Background: an optimization exercise with open tools, aiming at small area, a short achievable clock period and few clock cycles. Do not read the settings as production practice. In this exercise RTL edits were held to simulation tests only and were not proved equivalent to the original. Power figures rest on the tool's default switching activity, not on a simulated workload.

File: flow/run.sh
#!/bin/bash
# Own layout flow: the standard flow, with a stronger setup-repair target
# (a larger slack margin) for the steps after synthesis. Synthesis is the
# standard one, unchanged. Each tool's output goes to its own log here.
set -euo pipefail
MARGIN=$(cat flow/margin.txt)
PORTBUF=$(cat flow/portbuf.txt 2>/dev/null || true)

# 1. standard synthesis, unchanged
bash standard.sh synth > synth.log 2>&1

# 2. the rest of the standard flow with the larger margin
sed -e "s/SETUP_SLACK_MARGIN=[^ ]*/SETUP_SLACK_MARGIN=${MARGIN}/" standard.sh > layout.sh
grep -q "SETUP_SLACK_MARGIN=${MARGIN}" layout.sh
if [[ -n "$PORTBUF" ]]; then
  export BUFFER_PORTS_ARGS="-buffer_cell ${PORTBUF}"
fi
bash layout.sh finish > layout.log 2>&1
test -f out/final.def
File: flow/margin.txt
6.5
File: flow/portbuf.txt
sky130_fd_sc_hd__buf_2
File: standard.sh
#!/bin/bash
# synth_recipe.tcl (not shown) runs the flow's synth.tcl, then flattens the netlist and writes it again
# the make line also repeats each setting of config.mk as NAME=value (left out here)
make -C /OpenROAD-flow-scripts/flow DESIGN_CONFIG=/design/flow/config.mk WORK_HOME=/design/flow/orfs CLKGATE_MAP_FILE= SYNTH_SCRIPT=/design/flow/synth_recipe.tcl "${@:-finish}"
File: config.mk
export PLATFORM = sky130hd
export DESIGN_NAME = w25n_encoder
export DESIGN_NICKNAME = w25n_encoder
export VERILOG_FILES = /design/flow/design.v
export SDC_FILE = /design/flow/constraint.sdc
export NUM_CORES = 4
export LEC_CHECK = 0
export CAP_MARGIN = 20
export CORE_MARGIN = 2
export CORE_UTILIZATION = 40
export SETUP_SLACK_MARGIN = 5
export SLEW_MARGIN = 20
export TNS_END_PERCENT = 0
File: constraint.sdc
create_clock -name core_clock -period 10.0 [get_ports {clk}]
set_input_delay 2.0000 -clock core_clock [delete_from_list [all_inputs] [get_ports {clk}]]
set_output_delay 2.0000 -clock core_clock [all_outputs]
set_load 0.01 [all_outputs]
File: design.v
module w25n_encoder (
    input  wire        clk,
    input  wire        rst,
    input  wire        req_valid,
    output wire        req_ready,
    input  wire [31:0] req_word0,
    input  wire [31:0] req_a,
    input  wire [31:0] req_b,
    input  wire        din_valid,
    output wire        din_ready,
    input  wire [7:0]  din_data,
    output reg         dout_valid,
    output wire [7:0]  dout_data,
    output reg         res_valid,
    output wire [7:0]  res_kind,
    output wire [31:0] res_info,
    output wire [23:0] res_rec,
    output reg         bus_valid,
    output reg  [7:0]  bus_tx,
    output reg         bus_last,
    input  wire        bus_ready,
    input  wire [7:0]  bus_rx,
    input  wire        bus_err
);
    localparam [4:0] T_BAD    = 5'd0;
    localparam [4:0] T_RESET  = 5'd1;
    localparam [4:0] T_JEDEC  = 5'd2;
    localparam [4:0] T_WREN   = 5'd3;
    localparam [4:0] T_WRDI   = 5'd4;
    localparam [4:0] T_RDREG  = 5'd5;
    localparam [4:0] T_WRREG  = 5'd6;
    localparam [4:0] T_BERASE = 5'd7;
    localparam [4:0] T_PLOAD  = 5'd8;
    localparam [4:0] T_PLOADR = 5'd9;
    localparam [4:0] T_PEXEC  = 5'd10;
    localparam [4:0] T_PREAD  = 5'd11;
    localparam [4:0] T_RDATA  = 5'd12;
    localparam [4:0] T_UNPROT = 5'd13;
    localparam [4:0] T_PWRDN  = 5'd14;
    localparam [4:0] T_SREAD  = 5'd16;
    localparam [4:0] T_SWRITE = 5'd17;
    localparam [4:0] T_SERASE = 5'd18;
    localparam [4:0] T_SCAP   = 5'd19;
    localparam [4:0] T_BSTAT  = 5'd20;
    localparam [4:0] T_SCANST = 5'd24;
    localparam [4:0] T_SCANNX = 5'd25;
    localparam [3:0] K_OK        = 4'h0;
    localparam [3:0] K_TRANSPORT = 4'h1;
    localparam [3:0] K_WREN      = 4'h2;
    localparam [3:0] K_WRDI      = 4'h3;
    localparam [3:0] K_ERASE     = 4'h4;
    localparam [3:0] K_PROGRAM   = 4'h5;
    localparam [3:0] K_PROTECT   = 4'h6;
    localparam [3:0] K_ALIGN     = 4'h7;
    localparam [3:0] K_BOUNDS    = 4'h8;
    localparam [3:0] K_BADREQ    = 4'hA;
    localparam [3:0] S_IDLE = 4'd0;
    localparam [3:0] S_DISP = 4'd1;    
    localparam [3:0] S_C1   = 4'd2;    
    localparam [3:0] S_SR   = 4'd3;    
    localparam [3:0] S_POLL = 4'd4;    
    localparam [3:0] S_RG   = 4'd5;    
    localparam [3:0] S_U1   = 4'd6;    
    localparam [3:0] S_U2   = 4'd7;    
    localparam [3:0] S_U3   = 4'd8;    
    localparam [3:0] S_WR   = 4'd9;    
    localparam [3:0] S_JED  = 4'd10;   
    localparam [3:0] S_ADR  = 4'd11;   
    localparam [3:0] S_LD   = 4'd12;   
    localparam [3:0] S_RD   = 4'd13;   
    localparam [3:0] S_RDM  = 4'd14;   
    localparam [3:0] S_CHK  = 4'd15;   
    reg [4:0] pd;
    always @(*) begin
        case (req_word0[7:0])
            8'h01: pd = T_RESET;
            8'h02: pd = T_JEDEC;
            8'h03: pd = T_WREN;
            8'h04: pd = T_WRDI;
            8'h05: pd = T_RDREG;
            8'h06: pd = T_WRREG;
            8'h07: pd = T_BERASE;
            8'h08: pd = T_PLOAD;
            8'h09: pd = T_PLOADR;
            8'h0A: pd = T_PEXEC;
            8'h0B: pd = T_PREAD;
            8'h0C: pd = T_RDATA;
            8'h0D: pd = T_UNPROT;
            8'h0E: pd = T_PWRDN;
            8'h20: pd = T_SREAD;
            8'h21: pd = T_SWRITE;
            8'h22: pd = T_SERASE;
            8'h23: pd = T_SCAP;
            8'h24: pd = T_BSTAT;
            8'h30: pd = T_SCANST;
            8'h31: pd = T_SCANNX;
            default: pd = T_BAD;
        endcase
        if (req_word0[31:24] != 8'h00) pd = T_BAD;
    end
    reg        pv;         
    reg [4:0]  P;          
    reg        pW;         
    reg [3:0]  st;
    reg [2:0]  hi;         
    reg        pay;        
    reg [4:0]  T;          
    reg [31:0] A;          
    reg [31:0] B;          
    reg [31:0] R;          
    reg [11:0] S;          
    reg [7:0]  rxq;        
    reg [3:0]  kind;
    reg        rsr;        
    reg        fz;         
    reg        errq;       
    reg        cy, nz;     
    reg        al, zb;     
    reg        adv;        
    reg        dr;         
    reg        skv;        
    reg        dry;        
    reg        idle;       
    localparam [31:0] CAPACITY = 32'h1000_0000;
    wire mv    = bus_valid & bus_ready;       
    wire slot  = ~bus_valid | bus_ready;      
    wire tlast = bus_valid & bus_last;        
    wire tend  = mv & bus_last;
    assign req_ready = idle & pv;
    assign din_ready = dry;
    wire   take      = din_valid & dry;
    assign dout_data = rxq;
    wire paged = (T == T_SREAD) | (T == T_SWRITE);
    wire scan  = (T == T_SCANNX);
    wire Z     = (R == 32'd0);
    wire Rnz   = ~Z;
    wire Z1    = (R[10:0] == 11'd1) & (paged | (R[31:11] == 21'd0));
    reg [2:0] hl;
    always @(*) begin
        case (st)
            S_C1:         hl = 3'd0;
            S_JED, S_RDM: hl = 3'd4;
            S_ADR:        hl = 3'd3;
            S_RD:         hl = scan ? 3'd5 : 3'd3;
            default:      hl = 3'd2;
        endcase
    end
    wire haspay = (st == S_LD) | ((st == S_RD) & ~scan);
    wire topay  = pay | (haspay & (hi == hl));         
    wire ldp    = (st == S_LD) & (pay | (hi == 3'd2));  
    wire fill   = slot & ldp & ~tlast;                  
    wire [2:0] hn = hi + 3'd1;
    reg  [7:0] nb;
    always @(*) begin
        nb = 8'h00;
        case (st)
            S_SR, S_POLL: if (hn == 3'd1) nb = 8'hC0;
            S_U1, S_U3:   if (hn == 3'd1) nb = 8'hA0;
            S_U2:         nb = (hn == 3'd1) ? 8'hA0 : (B[7:0] & 8'h87);
            S_RG:         if (hn == 3'd1) nb = A[15:8];
            S_WR:         nb = (hn == 3'd1) ? A[15:8] : A[23:16];
            S_ADR:        nb = (hn == 3'd1) ? A[23:16] : (hn == 3'd2) ? A[15:8] : A[7:0];
            S_LD:         if (T != T_SWRITE) nb = (hn == 3'd1) ? A[15:8] : A[7:0];
            S_RD:         if (T == T_RDATA && hn[2:1] != 2'b10) nb = (hn == 3'd1) ? A[15:8] : (hn == 3'd2) ? A[7:0] : 8'h00;
            S_RDM:        if (hn == 3'd1) nb = 8'h08;
            default:      ;
        endcase
    end
    wire [7:0] c1_op = (T == T_RESET) ? 8'hFF :
                       (T == T_PWRDN) ? 8'hB9 :
                       (T == T_WRDI)  ? 8'h04 : 8'h06;
    wire [7:0] ld_op = (T == T_PLOADR) ? 8'h84 : 8'h02;
    wire       ser   = (T == T_SERASE);
    reg  [3:0] ca, cb;
    always @(*) begin
        case (hi)
            3'd0: begin ca = A[3:0];   cb = B[3:0];   end
            3'd1: begin ca = A[7:4];   cb = B[7:4];   end
            3'd2: begin ca = A[11:8];  cb = B[11:8];  end
            3'd3: begin ca = A[15:12]; cb = B[15:12]; end
            3'd4: begin ca = A[19:16]; cb = B[19:16]; end
            3'd5: begin ca = A[23:20]; cb = B[23:20]; end
            3'd6: begin ca = A[27:24]; cb = B[27:24]; end
            default: begin ca = A[31:28]; cb = B[31:28]; end
        endcase
    end
    wire [4:0] csum  = {1'b0, ca} + {1'b0, cb ^ {4{ser}}} + {4'd0, cy};
    wire       b_gt_cap = (B[31:29] != 3'd0) || (B[28] && (B[27:0] != 28'd0));
    wire       ck_al  = ser ? ((A[16:0] != 17'd0) || (B[16:0] != 17'd0))
                            : ((A[10:0] != 11'd0) || (B[10:0] != 11'd0));
    wire       ck_bz  = ~ser & (B == 32'd0);
    wire       ck_dec = pay;
    wire       ckfail = cy | nz | al | zb;
    wire more_er = (A[17:6] < B[28:17]);
    reg [3:0] fs;
    reg [7:0] fop;
    always @(*) begin
        fs  = S_IDLE;
        fop = 8'h0F;
        case (T)
            T_RESET, T_PWRDN, T_WREN, T_WRDI, T_BERASE, T_PLOAD, T_PLOADR:
                       begin fs = S_C1;  fop = c1_op; end
            T_JEDEC:   begin fs = S_JED; fop = 8'h9F; end
            T_RDREG:   begin fs = S_RG;  fop = 8'h0F; end
            T_WRREG:   begin fs = S_WR;  fop = 8'h1F; end
            T_PEXEC:   begin fs = S_ADR; fop = 8'h10; end
            T_PREAD, T_BSTAT:
                       begin fs = S_ADR; fop = 8'h13; end
            T_RDATA:   begin fs = S_RD;  fop = 8'h03; end
            T_UNPROT:  begin fs = S_U1;  fop = 8'h0F; end
            T_SCANNX:  if (!S[11]) begin fs = S_ADR; fop = 8'h13; end
            T_SREAD, T_SWRITE, T_SERASE:
                       fs = S_CHK;
            default:   ;    
        endcase
    end
    reg [3:0] ns;
    reg [7:0] nop;
    always @(*) begin
        ns  = S_IDLE;
        nop = 8'h0F;
        case (st)
            S_C1:   if (T != T_RESET && T != T_PWRDN) ns = S_SR;
            S_SR: begin
                if (T == T_BERASE || T == T_SERASE) begin ns = S_ADR; nop = 8'hD8; end
                else if (T == T_PLOAD || T == T_PLOADR || T == T_SWRITE) begin ns = S_LD; nop = ld_op; end
            end
            S_ADR:  ns = S_POLL;
            S_POLL: begin
                if (bus_rx[0]) ns = S_POLL;
                else case (T)
                    T_SERASE: if (more_er) begin ns = S_C1; nop = 8'h06; end
                    T_SWRITE: if (Rnz)     begin ns = S_C1; nop = 8'h06; end
                    T_BSTAT:  begin ns = S_RDM; nop = 8'h03; end
                    T_SREAD, T_SCANNX: begin ns = S_RD; nop = 8'h03; end
                    default:  ;
                endcase
            end
            S_LD:   if (T == T_SWRITE) begin ns = S_ADR; nop = 8'h10; end
            S_RD: begin
                if (scan) begin ns = S_RDM; nop = 8'h03; end
                else if (T == T_SREAD && Rnz) begin ns = S_ADR; nop = 8'h13; end
            end
            S_U1:   begin ns = S_U2; nop = 8'h1F; end
            S_U2:   ns = S_U3;
            default: ;
        endcase
    end
    wire intx = (st != S_IDLE) && (st != S_DISP) && (st != S_CHK);
    wire stop = (bus_err && st != S_U2) ||
                (st == S_SR && T != T_WRDI && !bus_rx[1]) ||
                (st == S_POLL && !bus_rx[0] &&
                 ((bus_rx[2] && (T == T_BERASE || T == T_SERASE)) ||
                  (bus_rx[3] && (T == T_PEXEC  || T == T_SWRITE))));
    reg [3:0] rk;
    always @(*) begin
        rk = K_OK;
        case (st)
            S_DISP: if (T == T_BAD) rk = K_BADREQ;
            S_CHK:  rk = (cy | nz) ? K_BOUNDS : al ? K_ALIGN : K_OK;
            S_SR: begin
                if (T == T_WRDI) begin
                    if (rxq[1]) rk = K_WRDI;
                end else if (!rxq[1]) rk = K_WREN;
            end
            S_POLL: begin
                if (rxq[2] && (T == T_BERASE || T == T_SERASE)) rk = K_ERASE;
                if (rxq[3] && (T == T_PEXEC  || T == T_SWRITE)) rk = K_PROGRAM;
            end
            S_U3: if (rxq[6:3] != 4'd0) rk = K_PROTECT;
            default: ;
        endcase
        if (errq && intx && st != S_U2)
            rk = K_TRANSPORT;
    end
    wire okr   = (rk == K_OK);
    wire keepA = (rk == K_BADREQ) | (rk == K_BOUNDS) | (rk == K_ALIGN) |
                 (rk == K_ERASE) | (rk == K_PROGRAM) | (okr & (scan | (T == T_SCAP)));
    wire selB  = okr & ((T == T_RDATA) | (T == T_SREAD));
    wire selJ  = okr & (T == T_JEDEC);
    wire selRx = (rk == K_WREN) | (rk == K_WRDI) | (okr & (T == T_RDREG));
    wire selU  = (rk == K_PROTECT);
    wire selM  = okr & (T == T_BSTAT);
    wire [31:0] infov = keepA ? A :
                        ({32{selB}} & B) |
                        {7'd0, selJ & ({B[7:0], rxq} == 16'hAA22), {16{selJ}} & B[15:0], {8{selJ | selRx}} & rxq} |
                        {28'd0, {4{selU}} & rxq[6:3]} |
                        {31'd0, selM & (rxq == 8'hFF)};
    wire rload = ((st == S_DISP) & (fs == S_IDLE)) | ((st == S_CHK) & ck_dec & ckfail) | fz;
    assign res_kind = {4'd0, kind};
    assign res_info = A;
    assign res_rec  = {24{rsr}} & {B[15:0], rxq};
    wire acc = (st == S_IDLE) & pv;
    wire dr_n  = (mv && st == S_LD && !pay && hi == 3'd1 && Rnz) ? 1'b1 :
                 (take && Z1) ? 1'b0 : dr;
    wire skv_n = (fill && skv) ? 1'b0 : (take && !fill) ? 1'b1 : skv;
    always @(posedge clk) begin
        if (mv)
            rxq <= bus_rx;
        errq  <= bus_err;
        P     <= pd;
        pW    <= (pd == T_BAD) | (pd == T_RDREG) | (pd == T_WRREG);
        pv    <= req_valid;
        if (st != S_IDLE) begin
            kind <= rk;
            rsr  <= okr & scan & ~(st == S_DISP && S[11]);
        end
        res_valid  <= ((st == S_DISP) & (fs == S_IDLE)) |
                      ((st == S_CHK) & ck_dec & ckfail) |
                      fz;
        fz         <= tend & (stop | (ns == S_IDLE));
        dout_valid <= mv & pay & (st == S_RD);
        case (st)
            S_IDLE:  if (pv) st <= S_DISP;
            S_DISP:  st <= fs;
            S_CHK:   if (ck_dec) st <= ckfail ? S_IDLE : (T == T_SREAD) ? S_ADR : S_C1;
            default: begin
                if (fz) st <= S_IDLE;
                else if (tend && !stop && ns != S_IDLE) st <= ns;
            end
        endcase
        if (st == S_DISP || st == S_CHK || mv)
            hi <= (st == S_DISP || (st == S_CHK && ck_dec) || (mv && bus_last)) ? 3'd0 : hn;
        if (st == S_DISP || st == S_CHK || mv)
            pay <= (st == S_CHK) ? (hi == 3'd7 && !ck_dec) : (st != S_DISP) && !bus_last && topay;
        if (slot) begin
            if (st == S_DISP) begin
                bus_tx    <= fop;
                bus_last  <= (fs == S_C1);
                bus_valid <= (fs != S_IDLE) && (fs != S_CHK);
            end else if (st == S_CHK) begin
                bus_tx    <= (T == T_SREAD) ? 8'h13 : 8'h06;
                bus_last  <= (T != T_SREAD);
                bus_valid <= ck_dec & ~ckfail;
            end else if (tlast) begin
                bus_tx    <= nop;
                bus_last  <= (ns == S_C1);
                bus_valid <= ~stop & (ns != S_IDLE);
            end else if (ldp) begin
                bus_tx    <= skv ? B[7:0] : din_data;
                bus_last  <= skv ? ~dr : Z1;
                bus_valid <= skv | take;
            end else if (topay) begin
                bus_tx    <= 8'h00;
                bus_last  <= Z1;
                bus_valid <= ~fz & (st != S_IDLE);
            end else begin
                bus_tx    <= nb;
                bus_last  <= (hn == hl) & ~(haspay & Rnz);
                bus_valid <= ~fz & (st != S_IDLE);
            end
        end
        dr   <= dr_n;
        skv  <= skv_n;
        dry  <= dr_n & ~skv_n;
        idle <= ((st == S_IDLE) & ~pv) | ((st == S_DISP) & (fs == S_IDLE)) |
                ((st == S_CHK) & ck_dec & ckfail) | fz;
        if (st == S_DISP)
            R <= B;
        else if (take || (mv && st == S_RD && !scan && !bus_last && topay))
            R <= R - 32'd1;
        if (acc)
            B <= req_b;
        else if (take && !fill)
            B[7:0] <= din_data;
        else if (mv && ((st == S_JED && !bus_last) || (st == S_RD && scan) || st == S_U1))
            B[15:0] <= {B[7:0], bus_rx};
        if (acc)
            A <= pW ? req_word0 : req_a;
        else if (st == S_DISP && scan)
            A <= S[11] ? 32'hFFFF_FFFF : {14'd0, S, 6'd0};
        else if (st == S_DISP && T == T_SCAP)
            A <= CAPACITY;
        else if ((st == S_DISP && T == T_BSTAT) || (st == S_CHK && ck_dec && !ckfail))
            A <= {11'd0, A[31:11]};
        else if (tend && ((st == S_C1 && adv) || (st == S_RD && T == T_SREAD)))
            A[17:0] <= A[17:0] + (ser ? 18'd64 : 18'd1);
        else if (rload)
            A <= infov;
        if (st == S_DISP) begin
            if (T == T_SCANST) S <= 12'd0;
            else if (scan && !S[11]) S <= S + 12'd1;
        end
        if (st == S_DISP)
            adv <= 1'b0;
        else if (tend && st == S_C1)
            adv <= 1'b1;
        if (acc)
            T <= P;
        if (st == S_DISP) begin
            cy <= 1'b0;
            nz <= 1'b0;
        end else if (st == S_CHK && !ck_dec) begin
            if (hi == 3'd7) begin
                cy <= csum[4] | (ser ? b_gt_cap : (csum[3:1] != 3'd0));
                nz <= ~ser & csum[0] & nz;
                al <= ck_al;
                zb <= ck_bz;
            end else begin
                cy <= csum[4];
                nz <= nz | (csum[3:0] != 4'd0);
            end
        end
        if (rst) begin
            st         <= S_IDLE;
            pv         <= 1'b0;
            bus_valid  <= 1'b0;
            res_valid  <= 1'b0;
            dout_valid <= 1'b0;
            fz         <= 1'b0;
            dr         <= 1'b0;
            skv        <= 1'b0;
            dry        <= 1'b0;
            idle       <= 1'b1;
            S          <= 12'h800;
        end
    end
endmodule
==> results.env, run 1 <==
OUTCOME='complete, no violations'
WORST_HOLD_PATH_TYPE='register to register'
FLOORPLAN.ROWS=64
MAPPEDNETLISTAREA_MM2=0.0124
MOST-COMMON-LAYOUT-CELLS='199 x sky130_fd_sc_hd__buf_2, 165 x sky130_fd_sc_hd__nand2_1, 129 x sky130_fd_sc_hd__edfxtp_1'
CRIT_FAMILY='flip-flops'
LAYOUT_WORST_PATH_CYCLE_SHARE_PCT=36.8
YOSYSWARNINGS=1
ROUTED_VIA_COUNT_DIVIDED_BY_CELL_COUNT=6.53
FIN_WORST_SKEW_NS=0.0136
PLACEMENT.IO_BUFFERS=199
LAYOUT.NETS=1765
HTREEDEPTH=4
MAX-VDD-IR-DROP_V=0.000147
RELSLEWSLACK_PCT=32.4
COUNT_OF_CELL_TYPES_IN_THE_NETLIST=83
YS_FF_LATCH=164
CTS_BUFFERS=17
GRT_START_MAX_NET_PINS=59
START_UTIL_PCT=40.7
RSZ0062_AT_GRT='true'
POST_ROUTE_CELLS_DRIVE_ABOVE_1_SHARE_PCT=20.5
AREA.GROWTH.SYNTH_TO_FINAL_PCT=16.8
DRT_ITER0_MARKERS=2073
WORST_R2R_STARTPOINT='R[0]'
SHARE_COMB_OF_TOTAL_POWER_PCT=43.9
PLACE.DETAILED.HPWL_UM=39000
CP.ARRIVAL_NS=1.68
FINISH.UTILIZATION_PCT=47.5
ROUTED_WIRE_LENGTH_PER_INSTANCE_UM=26.3
YS_ASYNC_SR_FRACTION_PCT=0
CTS_MAX_PATH_BUFFERS=2
GPL.FINAL_WEIGHTED_CONGESTION=0.967
MAX_CAP_VIOLATIONS=0
SYNTH_CELLS=1468
CRIT_FANOUT=9
POWER.NET_SWITCHING_uW=1520
ANTENNA_VIOLATING_NETS_POST_ROUTE=0
GRT_ANTENNA_BEFORE_REPAIR=0
CTS.SINKS=164
REQUIRED_NS=8.00
CPMAXSTAGEDELAYCELL='sky130_fd_sc_hd__edfxtp_1'
SYNTH_ENABLE_FLOP_CELLS=129
VIAS=13200
CLOCK_INSERTION_DELAY_WORST_SKEW_NS=0.46
DETAILEDROUTE.FIRSTPASSITERATIONCOUNT=10
FINALHOLDVIOLATIONS=0
WORST_PIN_SLEW_NS=1.01
CTSHOLDBUFFERS=0
CRIT_PATH_START='B[5]'
DIE-AREA_MM2=0.0326
DIODES=0
TRACK_USAGE_PCT=31.8
POWER.CLOCK.FRACTION_PCT=19.6
CORE-AREA_MM2=0.0306
PWR_DENSITY_CELL_mW_PER_MM2=233
SYN_AREA_PER_CELL_UM2=8.48
COUNT_OF_FINAL_SETUP_VIOLATORS=0
FIRST_GLOBAL_VIAS=12400
DRT_DRC_VIOLATIONS_LEFT=0
DETAIL_ROUTE.WIRELENGTH_UM=53300
TOTAL_LEAKAGE_POWER_uW=0.00561
FINAL_MAX_SLEW_VIOL_COUNT=0
SLOWEST_DELAY_NS=0.88
N_FILL_CELL=3043
LAYOUT_COMMONEST_CELL='sky130_fd_sc_hd__buf_2'
CRIT_PATH_CELL_TRACE='and2_1 > buf_2'
WORST_HOLD_STARTPOINT='P[1]'
LEADING_REGISTER_CELL_TYPE_OUT_OF_SYNTHESIS='sky130_fd_sc_hd__edfxtp_1'
FIN_TNS_SETUP_NS=0
TIMING_WORST_SETUP_PATH_TYPE='register to output port'
CTS_TREE='yes'
OVERFLOW=0
PERIOD_NEEDED_NS=3.68
CLK_ROOT_BUFFER_CELL='sky130_fd_sc_hd__clkbuf_16'
CTS.CLK_SLEW.WORST_PATHS_NS=0.07
IOPINCOUNT=204
STARTPOINT_TYPE='register'
GRT_PASS1_WL_UM=78600
CRITICAL_PATH_BUF_INV_COUNT=1
POWER.INTERNAL_uW=1870
POWER_SWITCHING_SHARE_PCT=44.9
DIE_W_UM=180
TIMING.FMAX_MHz=271
FP.DIEH_UM=180
PWR-SHARE-SEQ_PCT=36.5
YOSYSSEQAREASHARE_PCT=36.7
END_KIND='output port'
==> worst paths after layout <==
check	slack, ns	endpoint	cells past startpoint
worst min-delay path	0.41	T[1]	0
worst max-delay path	6.32	res_rec[13]	2
worst min register to register	0.41	T[1]	0
worst max register to register	6.36	st[1]	10
==> metal layers <==
layer / vias to the layer above / track usage [%] / share of wire, %
met3: 183 / 6.10 / 11
met2: 928 / 49.3 / 45
met1: 6266 / 43.7 / 40
met4: 0 / 12.5 / 4.5
li1: 5853 / - / -
met5: - / 0 / 0
==> layout make-up <==
type / count / area, µm² / share of cell area [%]
Sequential cell: 164 / 4580 / 31.5
Clock inverter: 14 / 131 / 0.904
Inverter: 39 / 150 / 1.03
Clock buffer: 18 / 429 / 2.95
Timing Repair Buffer: 236 / 1280 / 8.82
Multi-Input combinational cell: 1160 / 7470 / 51.4
Tap cell: 396 / 495 / 3.41
==> kinds of logic (layout without fill, tap and decap cells) <==
kind of cell,Yosys count,count (layout),synth area share [%]
xor+xnor,64,64,4.50
flops,164,164,36.7
compound gates,445,445,23.8
fa+ha+maj,29,29,3.04
buf+inv,147,307,4.56
simple gates,564,564,22.8
other cells,1,4,0.0301
mux,54,54,4.59
==> per-stage QoR <==
stage / total power [µW] / area, µm² / hold slack (ns) / setup WS (ns) / std cells
final: 3390 / 14500 / 0.406 / 6.32 / 2027
after CTS: 3310 / 14400 / 0.407 / 6.28 / 2021
after floorplan: 2100 / 12500 / 0.386 / 6.35 / 1471
after global placement: 2620 / 13800 / 0.389 / 5.83 / 1986
after detailed placement: 2630 / 13800 / 0.389 / 5.77 / 1986
after global routing: 3560 / 14500 / 0.428 / 6.24 / 2027
==> registers in the layout, summed over array words and instances (netlist names), 5 cells and up <==
register and flops:
A 32, B 32, R 32, S 12
bus_tx 8, rxq 8, P 5, T 5
==> synth_stat cells (33+ instances only) <==
| library cell | count | area share (%) |
|---|---|---|
| sky130_fd_sc_hd__a21oi_1 | 102 | 4.1 |
| sky130_fd_sc_hd__nand2_1 | 167 | 5.0 |
| sky130_fd_sc_hd__nor2_1 | 129 | 3.9 |
| sky130_fd_sc_hd__edfxtp_1 | 129 | 31 |
| sky130_fd_sc_hd__nand3_1 | 35 | 1.4 |
| sky130_fd_sc_hd__clkbuf_1 | 95 | 2.9 |
| sky130_fd_sc_hd__xnor2_1 | 33 | 2.3 |
| sky130_fd_sc_hd__a221oi_1 | 38 | 2.7 |
| sky130_fd_sc_hd__mux2i_1 | 41 | 3.3 |
| sky130_fd_sc_hd__o21ai_0 | 118 | 4.7 |
| sky130_fd_sc_hd__inv_1 | 35 | 1.1 |
| sky130_fd_sc_hd__dfxtp_1 | 35 | 5.6 |
==> repair_timing <==
action,in CTS,in global routing
setup endpoints to repair,149,157
resized for setup,16,19
buffers inserted,3,5
pin swaps,2,3
==> power by group through the flow <==
stage | registers (µW) | clock network, µW | logic (µW)
floorplan | 1130 | 0 | 974
global placement | 1250 | 0 | 1370
global route | 1240 | 692 | 1620
CTS | 1230 | 663 | 1420
finish | 1240 | 663 | 1490
detailed placement | 1250 | 0 | 1380
==> worst register-to-register path, cell delays in order, from the launching register on <==
cell	delay [ns]
sky130_fd_sc_hd__edfxtp_1	0.43
sky130_fd_sc_hd__inv_1	0.10
sky130_fd_sc_hd__ha_2	0.26
sky130_fd_sc_hd__or3b_2	0.49
sky130_fd_sc_hd__nor4_4	0.33
sky130_fd_sc_hd__nand3_4	0.15
sky130_fd_sc_hd__a221o_1	0.41
sky130_fd_sc_hd__or4_1	0.53
sky130_fd_sc_hd__o21a_1	0.25
sky130_fd_sc_hd__a31oi_4	0.26
sky130_fd_sc_hd__mux2_4	0.33
Testbench counts, summed over its fixed seeds: cycles 368,569.
==> run 2: changes to the inputs <==
--- a/design.v
+++ b/design.v
@@ -106,4 +106,6 @@
     reg        pay;        
     reg [4:0]  T;          
+    reg        ser;        
+    reg        Rz;         
     reg [31:0] A;          
     reg [31:0] B;          
@@ -133,6 +135,5 @@
     wire paged = (T == T_SREAD) | (T == T_SWRITE);
     wire scan  = (T == T_SCANNX);
-    wire Z     = (R == 32'd0);
-    wire Rnz   = ~Z;
+    wire Rnz   = ~Rz;
     wire Z1    = (R[10:0] == 11'd1) & (paged | (R[31:11] == 21'd0));
     reg [2:0] hl;
@@ -171,5 +172,4 @@
                        (T == T_WRDI)  ? 8'h04 : 8'h06;
     wire [7:0] ld_op = (T == T_PLOADR) ? 8'h84 : 8'h02;
-    wire       ser   = (T == T_SERASE);
     reg  [3:0] ca, cb;
     always @(*) begin
@@ -292,4 +292,5 @@
     assign res_rec  = {24{rsr}} & {B[15:0], rxq};
     wire acc = (st == S_IDLE) & pv;
+    wire r_dec = take | (mv & (st == S_RD) & ~scan & ~bus_last & topay);
     wire dr_n  = (mv && st == S_LD && !pay && hi == 3'd1 && Rnz) ? 1'b1 :
                  (take && Z1) ? 1'b0 : dr;
@@ -357,6 +358,10 @@
                 ((st == S_CHK) & ck_dec & ckfail) | fz;
         if (st == S_DISP)
+            Rz <= (B == 32'd0);
+        else if (r_dec)
+            Rz <= (R == 32'd1);
+        if (st == S_DISP)
             R <= B;
-        else if (take || (mv && st == S_RD && !scan && !bus_last && topay))
+        else if (r_dec)
             R <= R - 32'd1;
         if (acc)
@@ -388,4 +393,6 @@
         if (acc)
             T <= P;
+        if (acc)
+            ser <= (P == T_SERASE);
         if (st == S_DISP) begin
             cy <= 1'b0;
==> flow/margin.txt (replaced) <==
7.0
==> run 2 against run 1 <==
  * Design area up 4.2%
  * Global-route usage up 0.41 points
  * First-iteration DRC count up 2.5%
  * Final cell count up 2.6%
  * Hold slack better by 0.030 ns
  * Critical path type is now input port to register
==> results.env, run 2 <==
OUTCOME='complete, no violations'
CLOCK_INSERTION_DELAY_WORST_SKEW_NS=0.46
CTS_TREE='yes'
RSZ0062_AT_GRT='true'
MAPPEDNETLISTAREA_MM2=0.0126
POST_SYNTH_MOST_FREQUENT_CELLS='171 x sky130_fd_sc_hd__nand2_1, 131 x sky130_fd_sc_hd__edfxtp_1, 115 x sky130_fd_sc_hd__o21ai_0, 112 x sky130_fd_sc_hd__nor2_1, 88 x sky130_fd_sc_hd__a21oi_1'
ROUTED_WIRE_LENGTH_PER_INSTANCE_UM=26.4
CTS.SINKS=166
CRIT_PATH_START='bus_rx[0]'
SYNTH_COMPOUND_AREA_SHARE_PCT=23.2
PWR_DENSITY_CELL_mW_PER_MM2=270
CRIT_FANOUT=6
CTS.CLK_SLEW.WORST_PATHS_NS=0.08
VIAS=13600
WORST_SLACK_NS=6.55
GPL.FINAL_WEIGHTED_CONGESTION=0.989
ANTENNA_VIOLATING_NETS_POST_ROUTE=0
YS_FF_LATCH=166
LAYOUT.NETS=1818
TIMING.FMAX_MHz=290
COUNT_OF_FINAL_SETUP_VIOLATORS=0
POST_SYNTH_MUX_AREA_SHARE_PCT=4.61
START_UTIL_PCT=40.9
DIE_W_UM=181
CRITICAL_PATH_BUF_INV_COUNT=1
DETAILEDROUTE.FIRSTPASSITERATIONCOUNT=6
TOTAL_LEAKAGE_POWER_uW=0.00589
LEADING_REGISTER_CELL_TYPE_OUT_OF_SYNTHESIS='sky130_fd_sc_hd__edfxtp_1'
CTS_MAX_PATH_BUFFERS=2
FINAL_MAX_SLEW_VIOL_COUNT=0
SYNTHADDERAREAFRAC_PCT=3.00
YOSYSWARNINGS=1
WORSTREGTOREGCELLS=9
AREA.GROWTH.SYNTH_TO_FINAL_PCT=20.4
MAX-VDD-IR-DROP_V=0.000140
YOSYS.AREA_SHARE.XOR_XNOR_PCT=3.76
WORST_PIN_SLEW_NS=1.00
CORE-AREA_MM2=0.0307
SYNTH_LARGEST_TYPE_AREA_FRACTION_PCT=31.3
FIN_WORST_SKEW_NS=0.0154
TRACK_USAGE_PCT=32.2
DRT_DRC_VIOLATIONS_LEFT=0
SYNTH_SIMPLE_GATE_AREA_SHARE_PCT=23.4
YOSYSSEQAREASHARE_PCT=36.8
DP_WORST_SETUP_SLACK_NS=5.93
OVERFLOW=0
LAYOUT_COMMONEST_CELL='sky130_fd_sc_hd__buf_2'
DETAIL_ROUTE.WIRELENGTH_UM=55000
FIRST_GLOBAL_VIAS=12400
PLACE.DETAILED.HPWL_UM=38900
SYNTH_CELLS=1490
SYNTHTOPCELLSBYAREA='sky130_fd_sc_hd__edfxtp_1 31%, sky130_fd_sc_hd__dfxtp_1 5.6%, sky130_fd_sc_hd__nand2_1 5.1%'
IOPINCOUNT=204
CRIT-REG2REG-CAPTURE='st[0]'
YOSYSTOPAREACELL='sky130_fd_sc_hd__edfxtp_1'
CTS_BUFFERS=17
GRT_ANTENNA_BEFORE_REPAIR=0
FIN_TNS_SETUP_NS=0
GRT_START_MAX_NET_PINS=75
HTREEDEPTH=4
CRIT_FAMILY='compound AO/OA/AOI/OAI gates'
CP.ARRIVAL_NS=3.82
END_KIND='register'
YOSYS.CELL_COUNT.TOP_TYPE='sky130_fd_sc_hd__nand2_1'
FINALHOLDVIOLATIONS=0
WORST_HOLD_PATH_TYPE='register to register'
TIMING_WORST_SETUP_PATH_TYPE='input port to register'
FP.DIEH_UM=181
POST_ROUTE_CELLS_DRIVE_ABOVE_1_SHARE_PCT=22.6
ROUTED_VIA_COUNT_DIVIDED_BY_CELL_COUNT=6.53
COMBINATIONAL_FAMILY_WITH_THE_MOST_AREA_AFTER_SYNTHESIS='simple AND/OR/NAND/NOR gates'
WORST_R2R_STARTPOINT='T[1]'
PLACEMENT.IO_BUFFERS=199
TIMING.CRITICAL_PATH.MODE_CELL='sky130_fd_sc_hd__nor3_4'
SYN_AREA_PER_CELL_UM2=8.44
CRITPATHCAPTURE='st[0]'
COUNT_OF_CELL_TYPES_IN_THE_NETLIST=87
CRIT_PATH_CELL_TRACE='buf_6 > nor3_4 > o21ai_1 > nand3b_1 > nor3_4 > a211o_1 > a211o_4 > a221oi_2'
SYNTH_ENABLE_FLOP_CELLS=131
TIMING.CRITICAL_PATH.DEPTH=8
YS_ASYNC_SR_FRACTION_PCT=0
DIODES=0
CLK_ROOT_BUFFER_CELL='sky130_fd_sc_hd__clkbuf_16'
MAX_CAP_VIOLATIONS=0
STARTPOINT_TYPE='input port'
DRT_ITER0_MARKERS=2124
PERIOD_NEEDED_NS=3.45
DIE-AREA_MM2=0.0329
FLOORPLAN.ROWS=64
GRT_PASS1_WL_UM=79100
LAYOUT_WORST_PATH_CYCLE_SHARE_PCT=34.5
SLOWEST_DELAY_NS=0.39
RRSETUPSLACK_NS=6.55
REQUIRED_NS=10.37
BIGGESTREGSBYFLOPS='A (32), B (32), R (32)'
MOST-COMMON-LAYOUT-CELLS='198 x sky130_fd_sc_hd__buf_2, 168 x sky130_fd_sc_hd__nand2_1, 131 x sky130_fd_sc_hd__edfxtp_1'
CPMAXSTAGEDELAYCELL='sky130_fd_sc_hd__a211o_4'
RELSLEWSLACK_PCT=32.3
-- run 2: cell count changes after synthesis, moves of 10 or more --
cell | before | now
sky130_fd_sc_hd__nor3_1 | 32 | 61
sky130_fd_sc_hd__nor2_1 | 129 | 112
sky130_fd_sc_hd__xor2_1 | 31 | 16
sky130_fd_sc_hd__a21oi_1 | 102 | 88
sky130_fd_sc_hd__nand3_1 | 35 | 49
sky130_fd_sc_hd__nor4_1 | 32 | 20
sky130_fd_sc_hd__clkbuf_1 | 95 | 84
sky130_fd_sc_hd__o21ai_1 | 2 | 13
sky130_fd_sc_hd__or3_1 | 8 | 19
sky130_fd_sc_hd__buf_2 | 1 | 11
-- run 2: layout make-up --
cell class / instances / area (µm²)
Tap cell: 396 / 495
Clock buffer: 18 / 429
Timing Repair Buffer: 275 / 1610
Inverter: 41 / 154
Sequential cell: 166 / 4640
Fill cell: 3040 / 15600
Multi-Input combinational cell: 1170 / 7630
Clock inverter: 14 / 193
-- run 2: report_power, final --
group          switching (µW)  total [µW]  internal [µW]
registers                 267        1270           1000
logic                    1290        2100            809
clock network             321         722            401
-- run 2: per-stage QoR --
step | instances | utilization (%) | area (µm²) | total power, µW | hold WS [ns]
after global routing | 2080 | 49.3 | 15100 | 4260 | 0.445
final | 2080 | 49.3 | 15100 | 4090 | 0.437
after detailed placement | 1985 | 44.8 | 13800 | 3010 | 0.421
after CTS | 2067 | 48.4 | 14900 | 3870 | 0.437
after floorplan | 1493 | - | 12700 | 2370 | 0.401
after global placement | 1985 | 44.8 | 13800 | 2990 | 0.408
-- run 2: worst min path at each step --
stage	startpoint	to	slack (ns)	cells past startpoint
floorplan	P[4]	T[4]	0.40	0
global placement	P[4]	T[4]	0.41	0
detailed placement	P[1]	T[1]	0.42	0
CTS	P[1]	T[1]	0.44	0
global route	P[1]	T[1]	0.44	0
finish	P[1]	T[1]	0.44	0
-- run 2: cells by family after synthesis --
| kind of cell | Yosys count |
|---|---|
| AND/OR/NAND/NOR | 587 |
| multiplexers | 57 |
| AO/OA/AOI/OAI | 436 |
| buffers and inverters | 160 |
| flip-flops | 166 |
| adder cells (fa/ha/maj) | 29 |
| other | 1 |
| XOR/XNOR | 54 |
-- run 2: repair_timing --
action,CTS,global route
hold buffers,0,0
cloned,1,2
endpoints found under the setup margin,241,244
gates resized for setup,24,37
pin swaps,1,21
setup buffers,49,11
-- run 2: per-layer routing --
metal	vias up	part of all wire, %	track usage [%]
li1	5997	-	-
met1	6387	41	44.3
met2	1039	43	48.3
met3	160	12	6.81
met4	0	4.5	14.8
met5	-	0	0
Testbench counts of run 2, summed over its fixed seeds: cycles 368,569.
==> run 3: changes to the inputs <==
==> flow/margin.txt (replaced) <==
6.5
==> run 3 against run 2 <==
  * Core utilization down 1.8 points
  * Design area down 3.6%
  * Total power down 4.8%
  * Sequential power up 9%
  * Largest power group unchanged
  * Global-route usage down 1.1 points
  * Synthesized area unchanged
  * Flip-flop and latch count unchanged
  * Highest routed layer unchanged
==> results.env, run 3 <==
GRT_START_MAX_NET_PINS=74
LEADING_REGISTER_CELL_TYPE_OUT_OF_SYNTHESIS='sky130_fd_sc_hd__edfxtp_1'
YOSYSWARNINGS=1
FINALHOLDVIOLATIONS=0
SYNTH_CELLS=1490
MAPPEDNETLISTAREA_MM2=0.0126
MOST-COMMON-LAYOUT-CELLS='199 x sky130_fd_sc_hd__buf_2, 170 x sky130_fd_sc_hd__nand2_1, 131 x sky130_fd_sc_hd__edfxtp_1'
CTSHOLDBUFFERS=0
LAYOUT_COMMONEST_CELL='sky130_fd_sc_hd__buf_2'
FP.DIEH_UM=181
POWER.CLOCK.FRACTION_PCT=17.3
RSZ0062_AT_GRT='true'
DIODES=0
VIAS=13300
SLOWEST_DELAY_NS=0.85
YS_FF_LATCH=166
WORST_PIN_SLEW_NS=1.14
CTS.SINKS=166
TIMING_WORST_SETUP_PATH_TYPE='register to output port'
CTS.CLK_SLEW.WORST_PATHS_NS=0.08
TIMING.FMAX_MHz=281
OVERFLOW=0
CTS_TREE='yes'
CLK_ROOT_BUFFER_CELL='sky130_fd_sc_hd__clkbuf_16'
IOPINCOUNT=204
CLOCK_INSERTION_DELAY_WORST_SKEW_NS=0.45
CRIT_FANOUT=12
DIE_W_UM=181
COUNT_OF_CELL_TYPES_IN_THE_NETLIST=87
DRT_ITER0_MARKERS=1740
WORST_R2R_STARTPOINT='A[13]'
END_KIND='output port'
COUNT_OF_FINAL_SETUP_VIOLATORS=0
POWER_SWITCHING_SHARE_PCT=47.0
GRT_ANTENNA_BEFORE_REPAIR=0
PERIOD_NEEDED_NS=3.56
FINISH.UTILIZATION_PCT=47.5
WORST_HOLD_PATH_TYPE='register to register'
CTS_BUFFERS=17
FIN_WORST_SKEW_NS=0.0168
CTS_MAX_PATH_BUFFERS=2
FINAL_MAX_SLEW_VIOL_COUNT=0
LAYOUT_WORST_PATH_CYCLE_SHARE_PCT=35.6
CRIT_PATH_START='A[13]'
CRIT_FAMILY='flip-flops'
PWR-SHARE-SEQ_PCT=35.4
YS_ASYNC_SR_FRACTION_PCT=0
N_FILL_CELL=3059
CORE-AREA_MM2=0.0307
PWR_DENSITY_CELL_mW_PER_MM2=266
RELSLEWSLACK_PCT=23.3
ANTENNA_VIOLATING_NETS_POST_ROUTE=0
SHARE_COMB_OF_TOTAL_POWER_PCT=47.3
GRT_PASS1_WL_UM=77200
LAYOUT.NETS=1768
CRITICAL_PATH_BUF_INV_COUNT=1
DETAILEDROUTE.FIRSTPASSITERATIONCOUNT=6
POWER.INTERNAL_uW=2060
SYNTH_LARGEST_TYPE_AREA_FRACTION_PCT=31.3
P_TOTAL_uW=3890
SYNTH_ENABLE_FLOP_CELLS=131
POST_ROUTE_CELLS_DRIVE_ABOVE_1_SHARE_PCT=19.3
YOSYS.CELL_COUNT.TOP_TYPE='sky130_fd_sc_hd__nand2_1'
YOSYSSEQAREASHARE_PCT=36.8
PLACEMENT.IO_BUFFERS=199
ROUTED_VIA_COUNT_DIVIDED_BY_CELL_COUNT=6.55
BIGGESTREGSBYFLOPS='A (32), B (32), R (32)'
FIRST_GLOBAL_VIAS=12200
CPMAXSTAGEDELAYCELL='sky130_fd_sc_hd__edfxtp_1'
YOSYSTOPAREACELL='sky130_fd_sc_hd__edfxtp_1'
SYN_AREA_PER_CELL_UM2=8.44
FLOORPLAN.ROWS=64
CRIT_PATH_CELL_TRACE='buf_2'
GPL.FINAL_WEIGHTED_CONGESTION=0.977
TOTAL_LEAKAGE_POWER_uW=0.00562
CP.ARRIVAL_NS=1.56
PLACE.DETAILED.HPWL_UM=38700
FIN_TNS_SETUP_NS=0
POST_SYNTH_MOST_FREQUENT_CELLS='171 x sky130_fd_sc_hd__nand2_1, 131 x sky130_fd_sc_hd__edfxtp_1, 115 x sky130_fd_sc_hd__o21ai_0, 112 x sky130_fd_sc_hd__nor2_1, 88 x sky130_fd_sc_hd__a21oi_1'
DIE-AREA_MM2=0.0329
DETAIL_ROUTE.WIRELENGTH_UM=52800
POWER.NET_SWITCHING_uW=1830
MAX-VDD-IR-DROP_V=0.000147
TRACK_USAGE_PCT=31.0
AREA.GROWTH.SYNTH_TO_FINAL_PCT=16.1
HTREEDEPTH=4
START_UTIL_PCT=40.9
OUTCOME='complete, no violations'
ROUTED_WIRE_LENGTH_PER_INSTANCE_UM=26.0
WORST_HOLD_STARTPOINT='P[4]'
STARTPOINT_TYPE='register'
DRT_DRC_VIOLATIONS_LEFT=0
REQUIRED_NS=8.00
SYNTHTOPCELLSBYAREA='sky130_fd_sc_hd__edfxtp_1 31%, sky130_fd_sc_hd__dfxtp_1 5.6%, sky130_fd_sc_hd__nand2_1 5.1%'
MAX_CAP_VIOLATIONS=0
[run 3: power groups by stage]
stage | Combinational, µW | Sequential, µW | Clock (µW)
2_1_floorplan | 1170 | 1170 | 0
3_3_place_gp | 1590 | 1380 | 0
3_5_place_dp | 1610 | 1380 | 0
4_1_cts | 1650 | 1360 | 678
5_1_grt | 1990 | 1380 | 701
6_report | 1840 | 1380 | 675
[run 3: per-layer routing]
layer  track usage, %  vias up  part of all wire [%]
li1                 -     5899                     -
met1             44.0     6284                    42
met2             46.4      986                    43
met3             5.87      124                    12
met4             12.6        0                   3.6
met5                0        -                     0
[run 3: cells by family after synthesis]
group                    count (synthesis)  share of synthesized area, %
multiplexers                            57                          4.61
flip-flops                             166                          36.8
adder cells (fa/ha/maj)                 29                          3.00
other                                    1                        0.0298
buffers and inverters                  160                          5.12
AND/OR/NAND/NOR                        587                          23.4
AO/OA/AOI/OAI                          436                          23.2
XOR/XNOR                                54                          3.76
[run 3: worst paths after layout]
check / cells past startpoint / slack, ns / end
max: 1 / 6.44 / res_info[13]
min: 0 / 0.42 / T[4]
max reg2reg: 8 / 6.46 / bus_tx[0]
min reg2reg: 0 / 0.42 / T[4]
[run 3: area by class of cell]
cell class	instances	area, µm²	area share (%)
clock buffer	17	425	2.91
clock inverter	15	163	1.11
inverter	41	154	1.05
multi-input combinational	1168	7490	51.3
sequential	166	4640	31.8
tap	396	495	3.39
timing repair buffer	227	1230	8.42
[run 3: through the flow]
stage                     instance area [µm²]  setup WS (ns)  std cells  hold WS [ns]
after floorplan                         12600           6.34       1493         0.401
after global placement                  13700           5.84       1985         0.410
after detailed placement                13700           5.81       1985         0.411
after CTS                               14400           6.33       2021         0.422
after global routing                    14600           6.42       2030         0.437
final                                   14600           6.44       2030         0.416
[run 3: repair_timing]
action                                  4_1_cts  5_1_grt
cloned                                        0        1
pin swaps                                     1        5
buffers inserted                              4        8
endpoints found under the setup margin      138      146
resized for setup                             9       30
hold endpoints to repair                      0        0
==> run 4: changes to the inputs <==
--- a/config.mk
+++ b/config.mk
@@ -8,5 +8,5 @@
 export CAP_MARGIN = 20
 export CORE_MARGIN = 2
-export CORE_UTILIZATION = 40
+export CORE_UTILIZATION = 50
 export SETUP_SLACK_MARGIN = 5
 export SLEW_MARGIN = 20
==> run 4 against run 3 <==
  * Sequential share of layout area up 0.24 points
  * First-iteration DRC count up 14%
  * Final cell count down 3.2%
  * Routed wire length down 4.0%
  * Design area down 0.95%
  * Critical path depth up 1
  * Total power down 1.9%
  * Via count down 0.52%
  * Critical endpoint is now res_rec[11]
  * Largest cell class unchanged
==> results.env, run 4 <==
OUTCOME='complete, no violations'
CRIT_FANOUT=9
DRT_DRC_VIOLATIONS_LEFT=0
STARTPOINT_TYPE='register'
TIMING.FMAX_MHz=280
CLK_ROOT_BUFFER_CELL='sky130_fd_sc_hd__clkbuf_16'
CRITPATHCAPTURE='res_rec[11]'
FIN_WORST_SKEW_NS=0.0170
PERIOD_NEEDED_NS=3.57
POWER.CLOCK.FRACTION_PCT=17.8
ROUTED_WIRE_LENGTH_PER_INSTANCE_UM=25.8
MET3ROUTEDLENGTH_UM=6370
POST-PLACE-CELLS=1922
PLACE.DETAILED.HPWL_UM=37000
SYNTH_LARGEST_TYPE_AREA_FRACTION_PCT=31.3
FIN_CELLS=1965
DIE_W_UM=163
SYNTH_CELLS=1490
DRT-MET1-WL_UM=20400
DR_WL_MET2_UM=21600
REQUIRED_NS=8.00
AREA.GROWTH.SYNTH_TO_FINAL_PCT=15.0
TIMING_WORST_SETUP_PATH_TYPE='register to output port'
CTS.SINKS=166
LAYOUT.NETS=1769
MAX_CAP_VIOLATIONS=0
COUNT_OF_FINAL_SETUP_VIOLATORS=0
SYNTH_ENABLE_FLOP_CELLS=131
CLOCK_INSERTION_DELAY_WORST_SKEW_NS=0.44
FLOORPLAN.ROWS=58
DETAILEDROUTE.FIRSTPASSITERATIONCOUNT=7
YOSYSTOPAREACELL='sky130_fd_sc_hd__edfxtp_1'
GRT_PASS1_WL_UM=74300
YOSYSSEQAREASHARE_PCT=36.8
PWR_DENSITY_CELL_mW_PER_MM2=264
POST_ROUTE_CELLS_DRIVE_ABOVE_1_SHARE_PCT=18.8
FP.DIEH_UM=163
LAYOUT_COMMONEST_CELL='sky130_fd_sc_hd__buf_2'
RELSLEWSLACK_PCT=18.9
ANTENNA_VIOLATING_NETS_POST_ROUTE=0
GPL.FINAL_WEIGHTED_CONGESTION=1.03
SHARE_COMB_OF_TOTAL_POWER_PCT=46.6
YOSYSWARNINGS=1
START_UTIL_PCT=50.4
FINALHOLDVIOLATIONS=0
MAX-VDD-IR-DROP_V=0.000129
PWR-SHARE-SEQ_PCT=35.6
CTS_TREE='yes'
SYNTHTOPCELLSBYAREA='sky130_fd_sc_hd__edfxtp_1 31%, sky130_fd_sc_hd__dfxtp_1 5.6%, sky130_fd_sc_hd__nand2_1 5.1%'
END_KIND='output port'
POWER.INTERNAL_uW=2050
TOP_LAYER_REACHED_BY_SIGNAL_WIRES='met4'
WORSTREGTOREGCELLS=8
WORST_R2R_STARTPOINT='st[2]'
CTS_BUFFERS=17
YOSYS.CELL_COUNT.TOP_TYPE='sky130_fd_sc_hd__nand2_1'
OVERFLOW=0
MAPPEDNETLISTAREA_MM2=0.0126
VIAS=13200
HTREEDEPTH=4
CORE-AREA_MM2=0.0250
TRACK_USAGE_PCT=37.6
CTS_MAX_PATH_BUFFERS=2
FIRST_GLOBAL_VIAS=12100
RSZ0062_AT_GRT='true'
PLACEMENT.IO_BUFFERS=199
DRT_ITER0_MARKERS=1987
POST_SYNTH_MOST_FREQUENT_CELLS='171 x sky130_fd_sc_hd__nand2_1, 131 x sky130_fd_sc_hd__edfxtp_1, 115 x sky130_fd_sc_hd__o21ai_0, 112 x sky130_fd_sc_hd__nor2_1, 88 x sky130_fd_sc_hd__a21oi_1'
COUNT_OF_CELL_TYPES_IN_THE_NETLIST=87
DIE-AREA_MM2=0.0264
WORST_HOLD_STARTPOINT='P[2]'
FINAL_MAX_SLEW_VIOL_COUNT=0
MIN_DELAY_PATH_DEPTH=0
ROUTED_VIA_COUNT_DIVIDED_BY_CELL_COUNT=6.73
BIGGESTREGSBYFLOPS='A (32), B (32), R (32)'
GRT_ANTENNA_BEFORE_REPAIR=0
TOTAL_LEAKAGE_POWER_uW=0.00561
WORST_HOLD_PATH_TYPE='register to register'
DIODES=0
FIN_TNS_SETUP_NS=0
IOPINCOUNT=204
CTS.CLK_SLEW.WORST_PATHS_NS=0.07
DETAIL_ROUTE.WIRELENGTH_UM=50600
YS_ASYNC_SR_FRACTION_PCT=0
SYN_AREA_PER_CELL_UM2=8.44
WORST_PIN_SLEW_NS=1.20
YS_FF_LATCH=166
POWER.NET_SWITCHING_uW=1760
CRIT_PATH_START='B[3]'
LEADING_REGISTER_CELL_TYPE_OUT_OF_SYNTHESIS='sky130_fd_sc_hd__edfxtp_1'
CTSHOLDBUFFERS=0
MOST-COMMON-LAYOUT-CELLS='199 x sky130_fd_sc_hd__buf_2, 170 x sky130_fd_sc_hd__nand2_1, 131 x sky130_fd_sc_hd__edfxtp_1'
POWER_SWITCHING_SHARE_PCT=46.1
RRSETUPSLACK_NS=6.44
CP.ARRIVAL_NS=1.57
CRIT-REG2REG-CAPTURE='A[2]'
GRT_START_MAX_NET_PINS=75
LAYOUT_WORST_PATH_CYCLE_SHARE_PCT=35.7
==> run 4: changes by cell type in the layout (fill, tap and decap cells not counted), sizes merged <==
cell / before / now
buf: 227 / 228
clkbuf: 17 / 21
clkinv: 8 / 4
==> run 4: cell families after synthesis <==
logic type	share of synthesized area [%]
compound gates	23.2
xor+xnor	3.76
fa+ha+maj	3.00
buf+inv	5.12
flops	36.8
mux	4.61
other cells	0.0298
simple gates	23.4
==> run 4: timing repair <==
action	CTS	global route
setup endpoints to repair	42	134
gates cloned	0	1
buffers inserted	6	4
resized for setup	6	22
pin swaps	2	3
endpoints found under the hold margin	0	0
==> run 4: critical path, cell delays in order (launching register included) <==
cell and delay [ns]:
sky130_fd_sc_hd__edfxtp_1 0.79, sky130_fd_sc_hd__and2_1 0.22, sky130_fd_sc_hd__buf_2 0.13
==> run 4: area by class of cell <==
cell class / instances / area, µm²
clock buffers: 21 / 483
clock inverters: 11 / 103
fillers: 2318 / 10500
inverters: 41 / 154
multi-input cells: 1168 / 7460
flip-flops and latches: 166 / 4640
well taps: 330 / 413
repair buffers: 228 / 1220
==> run 4: per-stage QoR <==
stage | cell area [µm²] | util (%) | hold slack (ns) | power [µW] | setup WS (ns)
2_1_floorplan | 12600 | - | 0.401 | 2350 | 6.34
3_3_place_gp | 13700 | 54.8 | 0.415 | 2950 | 5.88
3_5_place_dp | 13700 | 54.8 | 0.428 | 2970 | 5.83
4_1_cts | 14300 | 57.4 | 0.446 | 3670 | 6.38
5_1_grt | 14500 | 57.9 | 0.461 | 3980 | 6.37
6_report | 14500 | 57.9 | 0.442 | 3810 | 6.43
==> run 4: power groups by stage <==
stage | Sequential [µW] | Combinational [µW] | Clock (µW)
2_1_floorplan | 1170 | 1170 | 0
4_1_cts | 1330 | 1670 | 678
5_1_grt | 1360 | 1920 | 698
6_report | 1360 | 1780 | 678
3_3_place_gp | 1350 | 1600 | 0
3_5_place_dp | 1350 | 1620 | 0
==> run 4: per-layer routing <==
metal  GRT usage (%)  vias to the layer above
li1                -                     5888
met2            56.5                     1005
met4            16.1                        0
met5               0                        -
met1            52.3                     6188
met3            8.51                      143
==> run 4: how the worst min path moves through the flow <==
stage / end / slack, ns
after floorplan: T[4] / 0.40
after global placement: T[2] / 0.42
after detailed placement: T[1] / 0.43
after CTS: T[2] / 0.45
after global routing: T[2] / 0.46
final: T[2] / 0.44
==> run 5: changes to the inputs <==
==> flow/portbuf.txt (replaced) <==
sky130_fd_sc_hd__buf_1
--- a/config.mk
+++ b/config.mk
@@ -8,5 +8,6 @@
 export CAP_MARGIN = 20
 export CORE_MARGIN = 2
-export CORE_UTILIZATION = 50
+export CORE_UTILIZATION = 40
+export CTS_BUF_LIST = sky130_fd_sc_hd__clkbuf_4 sky130_fd_sc_hd__clkbuf_8
 export SETUP_SLACK_MARGIN = 5
 export SLEW_MARGIN = 20
==> run 5 against run 4 <==
  * Design area fell by 2.9%
  * Sequential power barely moved
  * Setup slack got worse by 0.066 ns
  * Routed wire length rose by 1.4%
  * Critical path depth did not move
  * Synthesized cell count did not move
  * Non-clock buffer count fell by 1
  * Clock skew rose by 0.0068 ns
  * Still clean
  * Register-to-register slack got worse by 0.06 ns
  * Die area rose by 24%
==> results.env, run 5 <==
CTS.SINKS=166
POWER.CLOCK.FRACTION_PCT=15.2
FINALHOLDVIOLATIONS=0
MOST-COMMON-LAYOUT-CELLS='199 x sky130_fd_sc_hd__buf_1, 171 x sky130_fd_sc_hd__nand2_1, 131 x sky130_fd_sc_hd__edfxtp_1'
YOSYSWARNINGS=1
POST-PLACE-CELLS=1990
WORSTREGTOREGCELLS=9
PLACE.DETAILED.HPWL_UM=37800
ROUTED_VIA_COUNT_DIVIDED_BY_CELL_COUNT=6.51
IOPINCOUNT=204
DIODES=0
CTSHOLDBUFFERS=0
PWR-SHARE-SEQ_PCT=37.1
CTS_BUFFERS=17
WORST_HOLD_STARTPOINT='P[4]'
DIE_W_UM=181
SYNTHADDERAREAFRAC_PCT=3.00
CLK_ROOT_BUFFER_CELL='sky130_fd_sc_hd__clkbuf_8'
SYNTH_SIMPLE_GATE_AREA_SHARE_PCT=23.4
DRT-MET1-WL_UM=22000
WORST_PIN_SLEW_NS=1.19
CRIT_PATH_START='B[7]'
GRT_START_MAX_NET_PINS=75
END_KIND='output port'
FIN_CELLS=2029
YOSYS.AREA_SHARE.XOR_XNOR_PCT=3.76
VIAS=13200
MIN_DELAY_PATH_DEPTH=0
FLOORPLAN.ROWS=64
SHARE_COMB_OF_TOTAL_POWER_PCT=47.7
HTREEDEPTH=4
GRT_ANTENNA_BEFORE_REPAIR=0
POWER.NET_SWITCHING_uW=1740
REQUIRED_NS=8.00
WORST_R2R_STARTPOINT='T[0]'
MULTIINPUTGATEAREA_MM2=0.00737
FINALINSTANCEAREA_MM2=0.0140
POST_SYNTH_MUX_AREA_SHARE_PCT=4.61
PLACEDINSTANCEAREA_MM2=0.0135
DIE-AREA_MM2=0.0329
SYN_AREA_PER_CELL_UM2=8.44
FIN_TNS_SETUP_NS=0
MAPPEDNETLISTAREA_MM2=0.0126
YS_FF_LATCH=166
PLACEMENT.IO_BUFFERS=199
PWR_DENSITY_CELL_mW_PER_MM2=257
FINAL_MAX_SLEW_VIOL_COUNT=0
FP.DIEH_UM=181
OUTCOME='complete, no violations'
MAX_CAP_VIOLATIONS=0
DR_WL_MET2_UM=22100
BIGGESTREGSBYFLOPS='A (32), B (32), R (32)'
SYNTH_COMPOUND_AREA_SHARE_PCT=23.2
CTS.CLK_SLEW.WORST_PATHS_NS=0.11
TRACK_USAGE_PCT=30.4
TOP_LAYER_REACHED_BY_SIGNAL_WIRES='met4'
MET3ROUTEDLENGTH_UM=5350
SEQUENTIAL_CELL_AREA_MM2=0.00464
TIMING.FMAX_MHz=275
YS_ASYNC_SR_FRACTION_PCT=0
POWER.INTERNAL_uW=1880
YOSYS.CELL_COUNT.TOP_TYPE='sky130_fd_sc_hd__nand2_1'
COUNT_OF_CELL_TYPES_IN_THE_NETLIST=87
ANTENNA_VIOLATING_NETS_POST_ROUTE=0
WORST_HOLD_PATH_TYPE='register to register'
DRT_ITER0_MARKERS=2104
TOTAL_LEAKAGE_POWER_uW=0.00493
TIMING_WORST_SETUP_PATH_TYPE='register to output port'
GRT_PASS1_WL_UM=76200
CORE-AREA_MM2=0.0307
OVERFLOW=0
SYNTH_ENABLE_FLOP_CELLS=131
LAYOUT_COMMONEST_CELL='sky130_fd_sc_hd__buf_1'
POST_SYNTH_MOST_FREQUENT_CELLS='171 x sky130_fd_sc_hd__nand2_1, 131 x sky130_fd_sc_hd__edfxtp_1, 115 x sky130_fd_sc_hd__o21ai_0, 112 x sky130_fd_sc_hd__nor2_1, 88 x sky130_fd_sc_hd__a21oi_1'
COUNT_OF_FINAL_SETUP_VIOLATORS=0
CP.ARRIVAL_NS=1.63
START_UTIL_PCT=40.9
FIN_WORST_SKEW_NS=0.0238
MAX-VDD-IR-DROP_V=0.000124
N_FILL_CELL=3117
CTS_MAX_PATH_BUFFERS=2
POWER_SWITCHING_SHARE_PCT=48.0
YOSYSSEQAREASHARE_PCT=36.8
FIRST_GLOBAL_VIAS=12100
AREA.GROWTH.SYNTH_TO_FINAL_PCT=11.7
YOSYSTOPAREACELL='sky130_fd_sc_hd__edfxtp_1'
SYNTH_LARGEST_TYPE_AREA_FRACTION_PCT=31.3
RSZ0062_AT_GRT='true'
SYNTHTOPCELLSBYAREA='sky130_fd_sc_hd__edfxtp_1 31%, sky130_fd_sc_hd__dfxtp_1 5.6%, sky130_fd_sc_hd__nand2_1 5.1%'
DETAIL_ROUTE.WIRELENGTH_UM=51300
DRT_DRC_VIOLATIONS_LEFT=0
RELSLEWSLACK_PCT=18.7
DETAILEDROUTE.FIRSTPASSITERATIONCOUNT=19
CLOCK_INSERTION_DELAY_WORST_SKEW_NS=0.49
LAYOUT.NETS=1767
SYNTH_CELLS=1490
CTS_TREE='yes'
ROUTED_WIRE_LENGTH_PER_INSTANCE_UM=25.3
STARTPOINT_TYPE='register'
CRIT_FANOUT=10
COMBINATIONAL_FAMILY_WITH_THE_MOST_AREA_AFTER_SYNTHESIS='simple AND/OR/NAND/NOR gates'
POST_ROUTE_CELLS_DRIVE_ABOVE_1_SHARE_PCT=6.25
GPL.FINAL_WEIGHTED_CONGESTION=0.962
LEADING_REGISTER_CELL_TYPE_OUT_OF_SYNTHESIS='sky130_fd_sc_hd__edfxtp_1'
LAYOUT_WORST_PATH_CYCLE_SHARE_PCT=36.3
PERIOD_NEEDED_NS=3.63
run 5: final timing paths:
path | to | slack [ns]
max | res_rec[15] | 6.37
min | T[4] | 0.43
max reg2reg | bus_tx[2] | 6.38
min reg2reg | T[4] | 0.43
run 5: logic make-up after synthesis:
kind of cell               count (synthesis)
muxes                                     57
DFF                                      166
adders and majority gates                 29
xor gates and xnor gates                  54
AOI/OAI and AO/OA                        436
and+or+nand+nor                          587
other                                      1
buffers and inverters                    160
run 5: area by class of cell:
cell class	instances	share of cell area [%]
multi-input cells	1167	52.5
flip-flops and latches	166	33.0
clock inverters	14	1.28
repair buffers	227	6.84
well taps	396	3.53
clock buffers	18	1.76
inverters	41	1.10
run 5: metal layers:
metal  vias to the layer above  GRT usage (%)
met5                         -              0
met3                       101           5.04
met2                       945           45.8
met1                      6280           43.4
met4                         0           11.9
li1                       5876              -
run 5: power groups by stage:
stage	clock (µW)	combinational [µW]	sequential, µW
finish	551	1720	1340
global route	576	1870	1340
CTS	552	1650	1320
detailed placement	0	1600	1350
global placement	0	1580	1350
floorplan	0	1170	1170
run 5: per-stage QoR:
stage	setup WS, ns	utilization [%]	hold WS [ns]	total power (µW)
3_5_place_dp	5.78	44.0	0.419	2950
2_1_floorplan	6.34	-	0.401	2350
6_report	6.37	45.7	0.431	3620
3_3_place_gp	5.87	44.0	0.416	2930
5_1_grt	6.23	45.7	0.459	3790
4_1_cts	6.28	45.5	0.429	3520
run 5: repair_timing:
item,4_1_cts,5_1_grt
endpoints found under the setup margin,75,126
gates cloned,0,0
pin swaps,0,3
gates resized for setup,5,10
buffers inserted,3,4
run 5: worst max-delay path, stage by stage, from the launching register on:
cell	delay [ns]
sky130_fd_sc_hd__edfxtp_1	0.77
sky130_fd_sc_hd__and2_1	0.22
sky130_fd_sc_hd__buf_1	0.15

## separate check: timing with driven ports
Ports are ideal in the flow. The routed layouts listed here were re-timed in OpenROAD.
Step 1: set_driving_cell puts a clkbuf_16 on clk and a buf_2 on each other input, an assumption about the parent block.
Step 2 times the ports against the registers' clock, not the clock port: input delays grow and output delays shrink by t, the midpoint of the rising clock arrivals with the driver on.
a / b / c = ideal ports / drivers / drivers and shift; a / b = the first two.
| run | shift t [ns] | slack for setup (ns) | worst register clock-pin slew, ns | worst data-port slew with drivers (ns) | cell pins on the clock port's net |
|---|---|---|---|---|---|
| run 1 | 0.505 | 6.316 / 6.264 / 5.966 | 0.08 / 0.08 | 0.04 | 1 |
| run 2 | 0.505 | 6.548 / 6.543 / 6.065 | 0.08 / 0.08 | 0.04 | 1 |
| run 3 | 0.502 | 6.439 / 6.383 / 6.049 | 0.08 / 0.08 | 0.07 | 1 |
| run 4 | 0.484 | 6.435 / 6.384 / 6.116 | 0.08 / 0.08 | 0.05 | 1 |
| run 5 | 0.532 | 6.368 / 6.319 / 5.896 | 0.12 / 0.12 | 0.05 | 1 |
After both steps setup and hold are still met in every run listed. The setup slack of run 2, which loses most, moves by -0.005 ns with the drivers and by -0.483 ns with both steps.
